This design comes from an exercise in tuning for small area, a short achievable clock period and few clock cycles per item on the open sky130 flow, not from production work.
In this exercise RTL edits were held to simulation tests only and were not proved equivalent to the original.

`flow/design.v`:
```
module paula_interp (
    input  wire        clk,
    input  wire        rst,
    input  wire        start,
    output wire        ready,
    output reg         done,
    input  wire [1:0]  mode,
    input  wire [31:0] cur,
    input  wire [31:0] last0,
    input  wire [27:0] vol,
    input  wire [63:0] per,
    input  wire [63:0] evt,
    input  wire [27:0] sevt,
    input  wire [7:0]  adk,
    output reg  [15:0] left,
    output reg  [15:0] right
);
    localparam M_NEAREST = 2'd0;
    localparam M_LINEAR  = 2'd1;
    localparam M_CRUX    = 2'd2;
    localparam M_ANTI    = 2'd3;
    localparam S_IDLE = 2'd0;
    localparam S_PREP = 2'd1;
    localparam S_DIV  = 2'd2;
    localparam S_POST = 2'd3;
    reg [1:0]  r_mode;
    reg [31:0] r_cur, r_last0;
    reg [27:0] r_vol;
    reg [63:0] r_per, r_evt;
    reg [27:0] r_sevt;
    reg [7:0]  r_adk;
    reg [1:0]  state;
    reg [1:0]  ch;
    reg signed [15:0] acc_l, acc_r;
    reg [41:0] dvd;
    reg [29:0] dvs;
    reg [29:0] rem;
    reg [5:0]  cnt;
    reg        neg;           
    reg        fixed;         
    reg [12:0] fixed_ratio;
    assign ready = (state == S_IDLE);
    wire signed [7:0]  s_c   = r_cur[ch*8 +: 8];
    wire signed [7:0]  p_c   = r_last0[ch*8 +: 8];
    wire        [6:0]  vol_c = r_vol[ch*7 +: 7];
    wire        [15:0] per_c = r_per[ch*16 +: 16];
    wire        [15:0] ev_c  = r_evt[ch*16 +: 16];
    wire               mute_c = r_adk[ch] | r_adk[ch + 4];
    wire signed [14:0] sv = s_c * $signed({1'b0, vol_c});
    wire signed [14:0] pv = p_c * $signed({1'b0, vol_c});
    wire signed [17:0] r1 = $signed({2'b00, per_c}) - $signed({2'b00, ev_c});
    wire        [29:0] win = {2'b00, r_sevt} + {1'b0, r_sevt, 1'b0};
    wire signed [30:0] s_minus_e = $signed({3'b000, r_sevt}) - r1;
    wire        [27:0] anti_a = (s_minus_e <= 0) ? 28'd0 :
                                (r1 <= 0)        ? r_sevt :
                                                   s_minus_e[27:0];
    reg  [28:0] wa, wb;
    always @(*) begin
        case (r_mode)
            M_LINEAR: begin
                wb = {21'd0, dvd[7:0]};
                wa = 29'd256 - wb;
            end
            M_CRUX: begin
                wb = fixed ? {16'd0, fixed_ratio} : {17'd0, dvd[11:0]};
                wa = 29'd4096 - wb;
            end
            M_ANTI: begin
                wa = {1'b0, anti_a};
                wb = {1'b0, r_sevt} - {1'b0, anti_a};
            end
            default: begin
                wa = 29'd0;
                wb = 29'd0;
            end
        endcase
    end
    wire signed [44:0] blend = pv * $signed({1'b0, wa}) + sv * $signed({1'b0, wb});
    wire        [44:0] blend_abs = blend[44] ? -blend : blend;
    reg signed [15:0] v_c;
    always @(*) begin
        case (r_mode)
            M_NEAREST: v_c = sv;
            M_LINEAR:  v_c = blend >>> 8;
            M_CRUX:    v_c = blend >>> 12;
            default:   v_c = neg ? -$signed({1'b0, dvd[14:0]}) : $signed({1'b0, dvd[14:0]});
        endcase
        if (mute_c)
            v_c = 16'sd0;
    end
    wire [30:0] trial = {rem, dvd[41]};
    wire        fits  = trial >= {1'b0, dvs};
    wire [30:0] diff  = trial - {1'b0, dvs};
    always @(posedge clk) begin
        if (rst) begin
            state <= S_IDLE;
            done  <= 1'b0;
        end else begin
            done <= 1'b0;
            case (state)
                S_IDLE: begin
                    if (start) begin
                        r_mode  <= mode;
                        r_cur   <= cur;
                        r_last0 <= last0;
                        r_vol   <= vol;
                        r_per   <= per;
                        r_evt   <= evt;
                        r_sevt  <= sevt;
                        r_adk   <= adk;
                        ch      <= 2'd0;
                        acc_l   <= 16'sd0;
                        acc_r   <= 16'sd0;
                        state   <= S_PREP;
                    end
                end
                S_PREP: begin
                    rem   <= 30'd0;
                    fixed <= 1'b0;
                    state <= S_DIV;
                    case (r_mode)
                        M_LINEAR: begin
                            dvd <= {ev_c, 8'd0, 18'd0};
                            dvs <= {14'd0, per_c};
                            cnt <= 6'd24;
                        end
                        M_CRUX: begin
                            if (ev_c < r_sevt || r1 >= $signed({1'b0, win})) begin
                                fixed       <= 1'b1;
                                fixed_ratio <= 13'd4096;
                                state       <= S_POST;
                            end else if (r1 <= 0) begin
                                fixed       <= 1'b1;
                                fixed_ratio <= 13'd0;
                                state       <= S_POST;
                            end else begin
                                dvd <= {r1[15:0], 12'd0, 14'd0};
                                dvs <= win;
                                cnt <= 6'd28;
                            end
                        end
                        M_ANTI: begin
                            neg <= blend[44];
                            dvd <= blend_abs[41:0];
                            dvs <= {2'b00, r_sevt};
                            cnt <= 6'd42;
                        end
                        default: state <= S_POST;
                    endcase
                end
                S_DIV: begin
                    if (fits) begin
                        rem <= diff[29:0];
                        dvd <= {dvd[40:0], 1'b1};
                    end else begin
                        rem <= trial[29:0];
                        dvd <= {dvd[40:0], 1'b0};
                    end
                    cnt <= cnt - 6'd1;
                    if (cnt == 6'd1)
                        state <= S_POST;
                end
                S_POST: begin
                    if (ch == 2'd0 || ch == 2'd3)
                        acc_l <= acc_l + v_c;
                    else
                        acc_r <= acc_r + v_c;
                    if (ch == 2'd3) begin
                        left  <= acc_l + v_c;
                        right <= acc_r;
                        done  <= 1'b1;
                        state <= S_IDLE;
                    end else begin
                        ch    <= ch + 2'd1;
                        state <= S_PREP;
                    end
                end
            endcase
        end
    end
endmodule
```
`flow/run.sh`:
```
#!/bin/bash
# synth_recipe.tcl (not shown) runs the flow's synth.tcl, then flattens the netlist and writes it again
# the make line also repeats each setting of config.mk as NAME=value (left out here)
make -C /OpenROAD-flow-scripts/flow DESIGN_CONFIG=/design/flow/config.mk WORK_HOME=/design/flow/orfs CLKGATE_MAP_FILE= SYNTH_SCRIPT=/design/flow/synth_recipe.tcl finish
```
`flow/config.mk`:
```
export PLATFORM = sky130hd
export DESIGN_NAME = paula_interp
export DESIGN_NICKNAME = paula_interp
export VERILOG_FILES = /design/flow/design.v
export SDC_FILE = /design/flow/constraint.sdc
export NUM_CORES = 4
export LEC_CHECK = 0
export CAP_MARGIN = 20
export CORE_MARGIN = 2
export CORE_UTILIZATION = 40
export SLEW_MARGIN = 20
```
`flow/constraint.sdc`:
```
create_clock -name core_clock -period 22.0 [get_ports {clk}]
set_input_delay 4.4000 -clock core_clock [delete_from_list [all_inputs] [get_ports {clk}]]
set_output_delay 4.4000 -clock core_clock [all_outputs]
set_load 0.01 [all_outputs]
```
==> metrics.yaml <==
status:
  outcome: "finished clean"
logic_synthesis:
  synthCells: 6428
  synth_enable_flop_cells: 435
  synth.avg_cell_area_um2: 9.60
  synthFlopType: "edfxtp_1"
  yosysWarnings: 1
  yosysTopAreaCell: "fa_1"
  yosysMostFrequentCell: "inv_1"
  synthArstFlopShare_pct: 0
  yosysUniqueCellTypes: 93
  synthTopCellsByCount: "inv_1 (1207), fa_1 (877), nand2_1 (747), ha_1 (506), edfxtp_1 (435)"
  synthTopCellsByArea: "fa_1 (28%), edfxtp_1 (21%), ha_1 (10%)"
  ys_ff_latch: 438
  synth_top_area_share_pct: 28.5
  syn-cell-area_um2: 61700
  ys_seq_area_share_pct: 21.3
place:
  post-place-ws_ns: 1.12
  gp_congestion: 0.951
  placed_cells_incl_taps: 8621
  hpwl_mm: 157
  postPlaceCellArea_um2: 67400
  port_buffers: 294
clock_network:
  clock_latency_ns: 0.61
  clock_sinks: 438
  path_clk_slew_ns: 0.07
  clockBufferDepth: 3
  postCtsHoldBufs: 0
  ctsRootBufferMaster: "clkbuf_16"
  numCtsBuffers: 44
  cts.htree.levels: 2
  cts_tree: "built"
layout:
  nNetsFinal: 8272
  design_area_um2: 69000
  syn2layout_area_growth_pct: 11.8
  fin_cells: 8712
  drive_gt1_share_pct: 5.55
timing:
  setup_ws_ns: 1.42
  tns_ns: 0
  tightestPinTransition_ns: 1.19
  timing.fmax_mhz: 48.6
  hold_violations: 0
  finalSetupViolations: 0
  drv_slew: 0
  whs_ns: 0.486
  fin_crit_ns: 20.58
  rsz0062_at_grt: "no"
  slew_headroom_pct: 20.6
  period_share_pct: 93.6
  clock_skew_ns: 0.0330
critical_path:
  path_class: "reg -> reg"
  crit_path_max_incr_delay_ns: 0.67
  critPathArrivalTime_ns: 20.94
  crit_fanout: 15
  critPathRequiredTime_ns: 22.36
  cp-start-kind: "register"
  cpMostUsedCell: "fa_1"
  crit_path_end_kind: "register"
  crit_path_top_delay_cell: "nor4_1"
global_routing:
  grt_max_degree: 84
  grt_usage_pct: 24.8
  grt_pass1_wl_mm: 296
  grt.overflow.total: 0
  use_met1_pct: 34.1
  antenna_found_initial: 18
  met3_usage_pct: 4.38
  grt.busiest_layer: "met2"
  grt_use_met2_pct: 40.1
  grt_pass1_vias: 48300
flow_run:
  maxCapViolCount: 0
floorplan:
  dieArea_um2: 157000
  fp-row-count: 144
  start_util_pct: 40.1
  die_h_um: 397
  core_region_area_um2: 154000
  chipWidth_um: 397
  io_pins: 295
drt:
  wl_mm: 194
  drtAntennaViolNets: 0
  drt-pass1-iter-count: 6
  avgViaCountPerCell: 5.42
  drtIter0Drc: 4373
  via_count: 47200
  drc: 0
  routedWlPerCell_um: 22.2
min_path:
  hp-class: "reg -> reg"
## registers in the layout (all words and copies together) (netlist names), 2 cells and up
name / count
r_cur: 32
left: 16
r_last0: 32
rem: 30
state: 2
r_vol: 28
r_per: 64
r_mode: 2
cnt: 6
right: 16
dvd: 42
acc_r: 16
r_adk: 8
r_sevt: 28
ch: 2
acc_l: 16
r_evt: 64
dvs: 30
## per-stage QoR
stage	utilization (%)
5_1_grt	44.9
3_3_place_gp	43.8
3_5_place_dp	43.9
4_1_cts	44.8
2_1_floorplan	-
6_report	44.9
## cell type report
class	instances	area [um^2]
Tap cell	2044	2560
Inverter	1209	4540
Timing Repair Buffer	427	3960
Clock buffer	46	1110
Antenna cell	6	15.0
Multi-Input combinational cell	4508	43300
Fill cell	14700	84700
Sequential cell	438	13100
Clock inverter	34	380
## routing by layer
layer / routed length [um] / up-vias
met5: 69 / -
met4: 6660 / 10
met3: 15900 / 290
met2: 89900 / 1734
met1: 81100 / 23900
li1: - / 21300
## logic make-up after synthesis
group	Yosys count	synth area share, %
simple gates	1821	14.2
compound gates	891	9.43
buf+inv	1494	9.12
xor+xnor	286	4.14
fa+ha+maj	1387	38.8
other cells	2	0.0122
flops	438	21.3
mux	109	3.05
## path summary, 6_finish.rpt
check	startpoint	to	slack [ns]	cells past startpoint
setup reg to reg	ch[0]$_SDFFCE_PN0P_	dvd[36]$_DFFE_PP_	1.42	68
hold / removal	acc_r[10]$_SDFFCE_PN0P_	right[10]$_DFFE_PP_	0.49	0
hold reg to reg	acc_r[10]$_SDFFCE_PN0P_	right[10]$_DFFE_PP_	0.49	0
setup / recovery	ch[0]$_SDFFCE_PN0P_	dvd[36]$_DFFE_PP_	1.42	68
## critical path, delay by kind of cell, from the launching register on
| family | cells | cell delay (ns) |
|---|---|---|
| and+or+nand+nor | 20 | 5.36 |
| xor gates and xnor gates | 2 | 0.81 |
| DFF | 1 | 0.55 |
| AOI/OAI and AO/OA | 27 | 6.16 |
| adders and majority gates | 12 | 5.51 |
| buffers and inverters | 6 | 1.20 |
| muxes | 1 | 0.65 |
## placed cells by master (no fill, tap or decap), drive strengths merged, types with 23 or more instances in the layout
master and n:
xor2 110, clkdlybuf4s50 294, nor2 276, a22o 26, o31ai 25, o21ai 193
inv 1211, nand3 98, clkinv 23, clkbuf 46, nor3 77, xnor2 173
and2 244, buf 133, nand2b 39, and3 102, a21oi 254, ha 506
a211oi 42, a21o 94, mux4 62, nor2b 70, fa 877, edfxtp 435
nand2 747, mux2i 33, o21a 32, a31oi 24, nand4 74, o21bai 35
## repair_timing
action | 4_1_cts | 5_1_grt
gates resized for setup | 0 | 3
setup buffers | 0 | 4
setup endpoints to repair | 0 | 8
Testbench counts, summed over its fixed seeds: cycles 201,692, items 2,400.

-- afterwards: timing with drivers on the ports --
In the flow no input, the clock included, has a driving cell. The finished layout below was timed again as built, in two steps.
Step 1 sets driving cells, clkbuf_16 on the clock port and buf_2 on the other inputs (assumed; they add their load-dependent delay and slew).
Step 2 also shifts input and output timing later by t, the mid clock arrival at the registers, as if the neighbouring blocks saw the same clock.
Three values: no drivers, after step 1, after step 2; two values: the first two.
shift t [ns]: 0.655
setup slack, ns: 1.418 / 1.418 / 1.418
clock arrival spread, ns: 0.033 / 0.033
slew at the worst register clock pin (ns): 0.08 / 0.08
worst slew at a driven data input, ns: 0.10
After both steps this run still meets setup and hold. The setup slack of this run moves by 0.000 ns with the drivers and by 0.000 ns with both steps.
